From an optimization exercise on the open Yosys and OpenROAD flow, aimed at small area, a short achievable clock period and few clock cycles per item; shortcuts taken in it are not production practice. No functional check of the RTL was part of this run. Power is estimated from default activity; no workload was simulated.

## design/flow/design.v

```verilog
module gf256_mul (
    input  wire [7:0] a,
    input  wire [7:0] b,
    output wire [7:0] p
);
    wire [14:0] prod;
    wire [14:0] red [0:7];
    genvar i;
    generate
        for (i = 0; i < 15; i = i + 1) begin : g_prod
            wire [7:0] terms;
            genvar j;
            for (j = 0; j < 8; j = j + 1) begin : g_term
                if (i - j >= 0 && i - j < 8) begin : g_in
                    assign terms[j] = a[j] & b[i-j];
                end else begin : g_out
                    assign terms[j] = 1'b0;
                end
            end
            assign prod[i] = ^terms;
        end
    endgenerate
    assign red[7] = prod;
    generate
        for (i = 6; i >= 0; i = i - 1) begin : g_red
            wire [14:0] r = red[i+1];
            assign red[i] = r[i+8] ? (r ^ (15'h011D << i)) : r;
        end
    endgenerate
    assign p = red[0][7:0];
endmodule
module rs_parity (
    input  wire       clk,
    input  wire       rst,
    input  wire       s_valid,
    output wire       s_ready,
    input  wire [7:0] s_data,
    input  wire       s_last,
    input  wire [4:0] ecc_len,
    output wire       m_valid,
    input  wire       m_ready,
    output wire [7:0] m_data,
    output wire       m_last
);
    localparam EMAX = 30;
    reg       in_v;        
    reg [7:0] in_d;
    reg       in_first;    
    reg       in_last;     
    reg       inblk;       
    reg [4:0] ecur;        
    reg [8*EMAX-1:0] rem;
    reg       done;        
    reg [4:0] done_e;
    reg [8*EMAX-1:0] ob;
    reg [4:0] ob_e;        
    reg [4:0] ob_n;        
    reg [4:0] ob_r;        
    wire ob_free  = (ob_n == ob_e);
    wire go       = !done || ob_free;
    wire step     = in_v && go;
    wire xfer     = done && ob_free;
    wire accept   = s_valid && s_ready;
    wire out_fire = m_valid && m_ready;
    wire [8*EMAX-1:0] gtab =
        ({240{ecur == 5'd1}} & 240'h000000000000000000000000000000000000000000000000000000000001) |
        ({240{ecur == 5'd2}} & 240'h000000000000000000000000000000000000000000000000000000000203) |
        ({240{ecur == 5'd3}} & 240'h000000000000000000000000000000000000000000000000000000080E07) |
        ({240{ecur == 5'd4}} & 240'h00000000000000000000000000000000000000000000000000004078360F) |
        ({240{ecur == 5'd5}} & 240'h0000000000000000000000000000000000000000000000000074933FC61F) |
        ({240{ecur == 5'd6}} & 240'h00000000000000000000000000000000000000000000000026E320DA013F) |
        ({240{ecur == 5'd7}} & 240'h000000000000000000000000000000000000000000000075440BA49A7A7F) |
        ({240{ecur == 5'd8}} & 240'h0000000000000000000000000000000000000000000018C8ADEF36510BFF) |
        ({240{ecur == 5'd9}} & 240'h00000000000000000000000000000000000000000025C5E8A4EBF59ECFE2) |
        ({240{ecur == 5'd10}} & 240'h0000000000000000000000000000000000000000C19D715F5EC76F9FC2D8) |
        ({240{ecur == 5'd11}} & 240'h00000000000000000000000000000000000000A07490F8A2DB7B32A382AC) |
        ({240{ecur == 5'd12}} & 240'h00000000000000000000000000000000000061D57F5C54071FDC76437744) |
        ({240{ecur == 5'd13}} & 240'h00000000000000000000000000000000007884532B2E0D3411B111E34989) |
        ({240{ecur == 5'd14}} & 240'h00000000000000000000000000000000A3EAD2A67FC39E2B97AE4672360E) |
        ({240{ecur == 5'd15}} & 240'h0000000000000000000000000000001A862097848B69690A4A70A36FC41D) |
        ({240{ecur == 5'd16}} & 240'h00000000000000000000000000003B243262E52941A3081ED144BD680D3B) |
        ({240{ecur == 5'd17}} & 240'h000000000000000000000000004F637D3555868F29F953C5167778534277) |
        ({240{ecur == 5'd18}} & 240'h00000000000000000000000092D943204BAD5249DCF0D7C7AF9571B7FBEF) |
        ({240{ecur == 5'd19}} & 240'h0000000000000000000000B3AC218AAD6D9285EE735598BBDF14921A08C2) |
        ({240{ecur == 5'd20}} & 240'h00000000000000000000AEA57979C6E416BB24459670DC06636F05F0B998) |
        ({240{ecur == 5'd21}} & 240'h00000000000000000059FF528EEC25F49E527C591CD643C28431830DF32C) |
        ({240{ecur == 5'd22}} & 240'h0000000000000000F5911AE6DA56FD437B1D891C2845BD13F4B6B083B359) |
        ({240{ecur == 5'd23}} & 240'h0000000000000047295D78028212C6711BC40313551998BE888CA39A44B3) |
        ({240{ecur == 5'd24}} & 240'h0000000000007590D97FF7ED01CE2B3D488249E5967366D8EDB246A9767A) |
        ({240{ecur == 5'd25}} & 240'h0000000000C1ADAB177DE262A87E86518B6150385226D2CD06D735E431F5) |
        ({240{ecur == 5'd26}} & 240'h000000005E2B4D92904644872AE975D1289118CE384D98C7628804B733F6) |
        ({240{ecur == 5'd27}} & 240'h000000D9A49806D519C3717B66CAA92169C1865E8B3A30967590911D3DF0) |
        ({240{ecur == 5'd28}} & 240'h0000C53A4AB0937964B57FE9777538F70CA72964AE6796D0FB120D1C09FC) |
        ({240{ecur == 5'd29}} & 240'h00AA8F846C99BF703AC95255FB0F1857FF58204F8F36D95056AA30C4C1E4) |
        ({240{ecur == 5'd30}} & 240'h96826A0BC3D84AE42E121948F6B5338AD916B1674605624BC0C3494DF6D4);
    wire [7:0] fb = in_d ^ (in_first ? 8'd0 : rem[7:0]);
    wire [7:0] pm [0:7];
    assign pm[0] = fb;
    genvar i, k;
    generate
        for (i = 1; i < 8; i = i + 1) begin : g_pm
            assign pm[i] = {pm[i-1][6:0], 1'b0} ^ (pm[i-1][7] ? 8'h1D : 8'h00);
        end
    endgenerate
    wire [8*EMAX-1:0] rem_nx;
    generate
        for (k = 0; k < EMAX; k = k + 1) begin : g_tap
            wire [7:0] g = gtab[8*k +: 8];
            wire [7:0] p = ({8{g[0]}} & pm[0]) ^ ({8{g[1]}} & pm[1]) ^
                           ({8{g[2]}} & pm[2]) ^ ({8{g[3]}} & pm[3]) ^
                           ({8{g[4]}} & pm[4]) ^ ({8{g[5]}} & pm[5]) ^
                           ({8{g[6]}} & pm[6]) ^ ({8{g[7]}} & pm[7]);
            if (k < EMAX - 1) begin : g_mid
                assign rem_nx[8*k +: 8] = (in_first ? 8'd0 : rem[8*k+8 +: 8]) ^ p;
            end else begin : g_end
                assign rem_nx[8*k +: 8] = p;
            end
        end
    endgenerate
    always @(posedge clk) begin
        if (step)
            rem <= rem_nx;
        ob <= xfer ? rem : {ob[7:0], ob[8*EMAX-1:8]};
    end
    always @(posedge clk) begin
        if (rst) begin
            in_v  <= 1'b0;
            inblk <= 1'b0;
            done  <= 1'b0;
            ob_e  <= 5'd0;
            ob_n  <= 5'd0;
            ob_r  <= 5'd0;
        end else begin
            if (accept) begin
                in_v     <= 1'b1;
                in_d     <= s_data;
                in_first <= !inblk;
                in_last  <= s_last;
                inblk    <= !s_last;
                if (!inblk)
                    ecur <= ecc_len;
            end else if (step) begin
                in_v <= 1'b0;
            end
            if (step && in_last) begin
                done   <= 1'b1;
                done_e <= ecur;
            end else if (xfer) begin
                done <= 1'b0;
            end
            if (xfer) begin
                ob_e <= done_e;
                ob_n <= 5'd0;
                ob_r <= 5'd0;
            end else begin
                if (out_fire)
                    ob_n <= ob_n + 5'd1;
                ob_r <= (ob_r == EMAX - 1) ? 5'd0 : ob_r + 5'd1;
            end
        end
    end
    assign s_ready = !in_v || go;
    assign m_valid = !ob_free && (ob_r == ob_n);
    assign m_data  = ob[7:0];
    assign m_last  = (ob_n == ob_e - 5'd1);
endmodule
```

## design/flow/run.sh

```bash
#!/bin/bash
# synth_recipe.tcl (not shown) runs the flow's synth.tcl, then flattens the netlist and writes it again
# the make line also repeats each setting of config.mk as NAME=value (left out here)
make -C /OpenROAD-flow-scripts/flow DESIGN_CONFIG=/design/flow/config.mk WORK_HOME=/design/flow/orfs CLKGATE_MAP_FILE= SYNTH_SCRIPT=/design/flow/synth_recipe.tcl finish
```

## design/flow/config.mk

```make
export PLATFORM = sky130hd
export DESIGN_NAME = rs_parity
export DESIGN_NICKNAME = rs_parity
export VERILOG_FILES = /design/flow/design.v
export SDC_FILE = /design/flow/constraint.sdc
export NUM_CORES = 4
export LEC_CHECK = 0
export CAP_MARGIN = 20
export CORE_MARGIN = 2
export CORE_UTILIZATION = 40
export SLEW_MARGIN = 20
```

## design/flow/constraint.sdc

```tcl
create_clock -name core_clock -period 8.0 [get_ports {clk}]
set_input_delay 1.6000 -clock core_clock [delete_from_list [all_inputs] [get_ports {clk}]]
set_output_delay 1.6000 -clock core_clock [all_outputs]
set_load 0.01 [all_outputs]
```

==> impl_summary.txt <==
----------------------------------------------------
[Clock network]
  CTS HTree Levels ... 3
  Maximum number of buffers from clock root to sink ... 3
  Num Clock Sinks ... slightly above 500
  Hold bufs inserted after CTS ... 0
  TritonCTS clock tree ... yes
  Number of buffers inserted by post-CTS setup repair ... 0
  Clock-pin slew of the registers on the worst-case setup and hold paths ... roughly 0.05 ns
  Library cell used as clock root buffer ... sky130_fd_sc_hd__clkbuf_16
  Source-to-sink clock delay at the later pin of the worst-skew pair ... 0.70 ns
  Post-CTS resize count ... 0
  TritonCTS buffer count ... 69

[Critical path]
  Crit path capture type ... output pin
  Worst-path fanout max ... 8
  Data arrival time at the worst-slack endpoint ... approximately 3.3 ns
  Worst reg-to-reg setup slack ... 3.22 ns
  Crit path kind ... reg2out
  CP dominant cell by count ... sky130_fd_sc_hd__nand2_1
  Chain of cells forming the critical path ... xnor2_1, nand2_1, nor4_1, nor2b_1, nand2_1, clkdlybuf4s50_1
  Critical path's slowest cell ... sky130_fd_sc_hd__nor4_1
  Kind of start point of the critical path ... register
  Data required, critical path ... 6.40 ns
  Max stage delay on crit path ... 0.90 ns

[Timing]
  Relative slew slack ... between 15 and 20%
  Max frequency ... 0.205 GHz
  Finish-stage setup viols ... 0
  Final period utilization ... 61.0%
  Unrepaired setup endpoints after global routing ... no
  Clock tree skew after final layout ... 0.0526 ns
  Setup TNS Final ... 0 ns
  Worst slew pin tran ... 1.26 ns
  Final hold slack ... just over 0.4 ns
  Final worst slack ... 3.12 ns
  Min Clock Period, post-route ... 4.88 ns
  Final Hold Fails ... 0
  Fin. max-slew vios ... 0

[Status]
  Result of the run ... no timing/DRC/antenna violations

[Floorplanning]
  Core Region ... 0.120 mm²
  Std-Cell Rows ... 127
  Initial core utilization ... 40.2%
  Count of pins on the block boundary ... 29
  Full die area ... 0.123 mm²
  Height of the die ... roughly 350 µm
  Die Span X ... 351 µm

[Logic synthesis]
  Most area-consuming cells after synthesis ... sky130_fd_sc_hd__xnor2_1 (27%), sky130_fd_sc_hd__edfxtp_1 (16%), sky130_fd_sc_hd__nand2_1 (12%)
  Cell variety after synth ... a little over 80
  Fraction of the yosys area taken by sequential cells ... 27.0%
  Count of flip-flops with a built-in enable after synthesis ... 260
  Warnings, synthesis ... 1
  Post-Synthesis Cells ... roughly 6600
  Total standard cell area after synthesis ... 0.0481 mm²
  Share of flip-flops with an asynchronous set or reset ... 0%
  Syn Area/Cell ... 7.28 µm²
  Most used flip-flop cell after synthesis ... sky130_fd_sc_hd__edfxtp_1
  Top-area cell type share of the netlist area ... 26.5%
  Top cell type by total area after synthesis ... sky130_fd_sc_hd__xnor2_1
  #FFs+latches synth ... 518
  Number of nets produced by synthesis ... 6633

[Drt]
  Remaining design rule violation count ... 0
  Avg Vias per Cell ... approximately 5.9
  Per-cell routed wire length ... 28.7 µm
  Pre-Repair DR Iteration Count ... 7
  Number of violations reported at the end of detailed-routing iteration 0 ... 7475
  Total wirelength of the detailed-routed design ... 233000 µm
  Antenna viol nets, final ... 0
  Count of vias placed by the detailed router ... around 48000

[Global routing]
  Number of antenna violations at the first check in global routing ... 8
  Largest net degree at the start of global routing ... 154
  Global-route wire length before repair ... ~330000 µm
  Overflow after GRT ... 0
  Number of global-route vias before repair ... 45400
  Total GRT Usage ... 37.0%

[Pwr]
  Maximum ir drop on the vdd rail ... 429 µV
  Post-route total power ... 19.7 mW
  Leakage Power ... 18.9 nW
  PD cells ... 371 mW/mm²

[Place]
  Total instance count after detailed placement ... 7962
  Count of input and output buffers ... 28
  HPWL Detailed ... 152000 µm
  Placement Setup Slack ... 3.54 ns
  Routability cong. ... 1.06
  Placed Area ... 0.0507 mm²

[Finish]
  Synth-to-layout area growth ... 10.3%
  Fraction of final layout cells sized beyond drive strength 1 ... under 10%
  Final non-filler cell area ... 0.0530 mm²
  Number of standard cells in the final layout excluding fillers ... just over 8000
  Number of nets in the layout ... 6452
  Final core utilization ... 44.3%

[Run]
  Reported max-cap violation count ... 0

[Worst hold path]
  Worst min-delay path category ... reg2reg

----------------------------------------------------
## layout by cell type (no fill, tap or decap), types with 13 or more instances in the layout
| master | instances |
|---|---|
| sky130_fd_sc_hd__nand2_1 | 1553 |
| sky130_fd_sc_hd__xnor2_1 | 1428 |
| sky130_fd_sc_hd__nor2_1 | 992 |
| sky130_fd_sc_hd__a21oi_1 | 280 |
| sky130_fd_sc_hd__edfxtp_1 | 260 |
| sky130_fd_sc_hd__dfxtp_1 | 258 |
| sky130_fd_sc_hd__xor2_1 | 224 |
| sky130_fd_sc_hd__buf_4 | 195 |
| sky130_fd_sc_hd__o21ai_0 | 184 |
| sky130_fd_sc_hd__nor2b_1 | 137 |
| sky130_fd_sc_hd__nand2b_1 | 135 |
| sky130_fd_sc_hd__o22ai_1 | 103 |
| sky130_fd_sc_hd__clkbuf_16 | 70 |
| sky130_fd_sc_hd__nor3_1 | 56 |
| sky130_fd_sc_hd__nand3_1 | 50 |
| sky130_fd_sc_hd__xnor2_2 | 29 |
| sky130_fd_sc_hd__o21ai_1 | 29 |
| sky130_fd_sc_hd__a22oi_1 | 28 |
| sky130_fd_sc_hd__mux2i_1 | 28 |
| sky130_fd_sc_hd__clkdlybuf4s50_1 | 28 |
| sky130_fd_sc_hd__o211ai_1 | 24 |
| sky130_fd_sc_hd__a211oi_1 | 23 |
| sky130_fd_sc_hd__xnor2_4 | 18 |
| sky130_fd_sc_hd__a31oi_1 | 16 |
| sky130_fd_sc_hd__a32oi_1 | 15 |
| sky130_fd_sc_hd__clkbuf_1 | 15 |
| sky130_fd_sc_hd__inv_1 | 14 |
| sky130_fd_sc_hd__xor2_4 | 14 |
| sky130_fd_sc_hd__a221oi_1 | 13 |
| sky130_fd_sc_hd__and3_1 | 13 |
## flip-flops by register name, summed over array words and instances (netlist names)
register and flops:
inblk 1, in_first 1, done 1, done_e 5, in_d 8, ob 240
in_last 1, ob_r 5, ob_n 5, in_v 1, ob_e 5, ecur 5
rem 240
## path summary, 6_finish.rpt
kind / start / end / depth (start not counted)
worst min-delay path: ob[169] / ob[161] / 2
worst min register to register: ob[169] / ob[161] / 2
worst max register to register: ecur[4] / rem[153] / 10
worst max-delay path: ob_n[2] / s_ready / 6
## where the power goes
part | internal, mW | switching [mW]
clock | 1.82 | 1.39
sequential | 4.23 | 0.524
combinational | 4.19 | 7.53
total | 10.2 | 9.45
## worst max-delay path: cells and delay by family, from the launching register on
| family | cells | cell delay, ns |
|---|---|---|
| and+or+nand+nor | 4 | 1.33 |
| DFF | 1 | 0.54 |
| buffers and inverters | 1 | 0.55 |
| xor gates and xnor gates | 1 | 0.16 |
## final cells by class
| type | instances | area (µm²) |
|---|---|---|
| fillers | 12100 | 66600 |
| diodes | 1 | 2.50 |
| well taps | 1612 | 2020 |
| clock buffers | 92 | 1900 |
| repair buffers | 240 | 1980 |
| flip-flops and latches | 518 | 13000 |
| multi-input cells | 5586 | 33700 |
| inverters | 15 | 56.3 |
| clock inverters | 34 | 359 |
## per-layer routing
metal	track usage [%]	vias up	wire length (µm)
li1	-	20800	-
met1	48.3	22900	90200
met2	53.0	3480	94400
met3	10.6	867	30000
met4	24.5	10	18000
met5	0	-	77
## kinds of logic (layout without fill, tap and decap cells)
family	Yosys count	count (layout)	share of synthesized area [%]
buf+inv	507	381	4.35
fa+ha+maj	4	4	0.104
flops	518	518	27.0
compound gates	825	825	10.4
simple gates	3007	3007	25.6
mux	34	34	0.723
xor+xnor	1716	1716	31.8
other cells	0	1	0
## synth_stat cells (13+ instances only)
cell,n
sky130_fd_sc_hd__a221oi_1,13
sky130_fd_sc_hd__buf_4,16
sky130_fd_sc_hd__xnor2_1,1457
sky130_fd_sc_hd__dfxtp_1,258
sky130_fd_sc_hd__nor3_1,60
sky130_fd_sc_hd__xnor2_2,16
sky130_fd_sc_hd__nor2_1,995
sky130_fd_sc_hd__a31oi_1,18
sky130_fd_sc_hd__buf_1,67
sky130_fd_sc_hd__clkbuf_1,304
sky130_fd_sc_hd__buf_2,105
sky130_fd_sc_hd__and2_1,14
sky130_fd_sc_hd__o21ai_0,185
sky130_fd_sc_hd__o31ai_1,14
sky130_fd_sc_hd__and3_1,13
sky130_fd_sc_hd__o211ai_1,24
sky130_fd_sc_hd__edfxtp_1,260
sky130_fd_sc_hd__xor2_1,232
sky130_fd_sc_hd__o21ai_1,30
sky130_fd_sc_hd__nand3_1,50
sky130_fd_sc_hd__a21oi_1,280
sky130_fd_sc_hd__a211oi_1,25
sky130_fd_sc_hd__nor2b_1,141
sky130_fd_sc_hd__a32oi_1,15
sky130_fd_sc_hd__inv_1,14
sky130_fd_sc_hd__mux2i_1,28
sky130_fd_sc_hd__nand2b_1,136
sky130_fd_sc_hd__o22ai_1,103
sky130_fd_sc_hd__nand2_1,1554
sky130_fd_sc_hd__a22oi_1,28

## separate check: timing with driven ports
No port has a modelled driver above. Below, the same layout with a new extraction and two added sets of constraints. Step 1 assumes that a clkbuf_16 drives the clock port and a buf_2 every other input. Step 2, shift: input delay + t, output delay - t, t = (earliest + latest rising clock arrival at the registers) / 2. This alone moves slack from input paths to output paths. Slacks: ideal / step 1 / step 2; pairs: ideal / step 1.
t (ns): 0.757
setup WS [ns]: 3.120 / 3.037 / 3.216
latest minus earliest clock arrival (ns): 0.055 / 0.056
slew at the worst register clock pin (ns): 0.07 / 0.07
After both steps this run still meets setup and hold. The setup slack of this run moves by -0.083 ns with the drivers and by +0.096 ns with both steps.
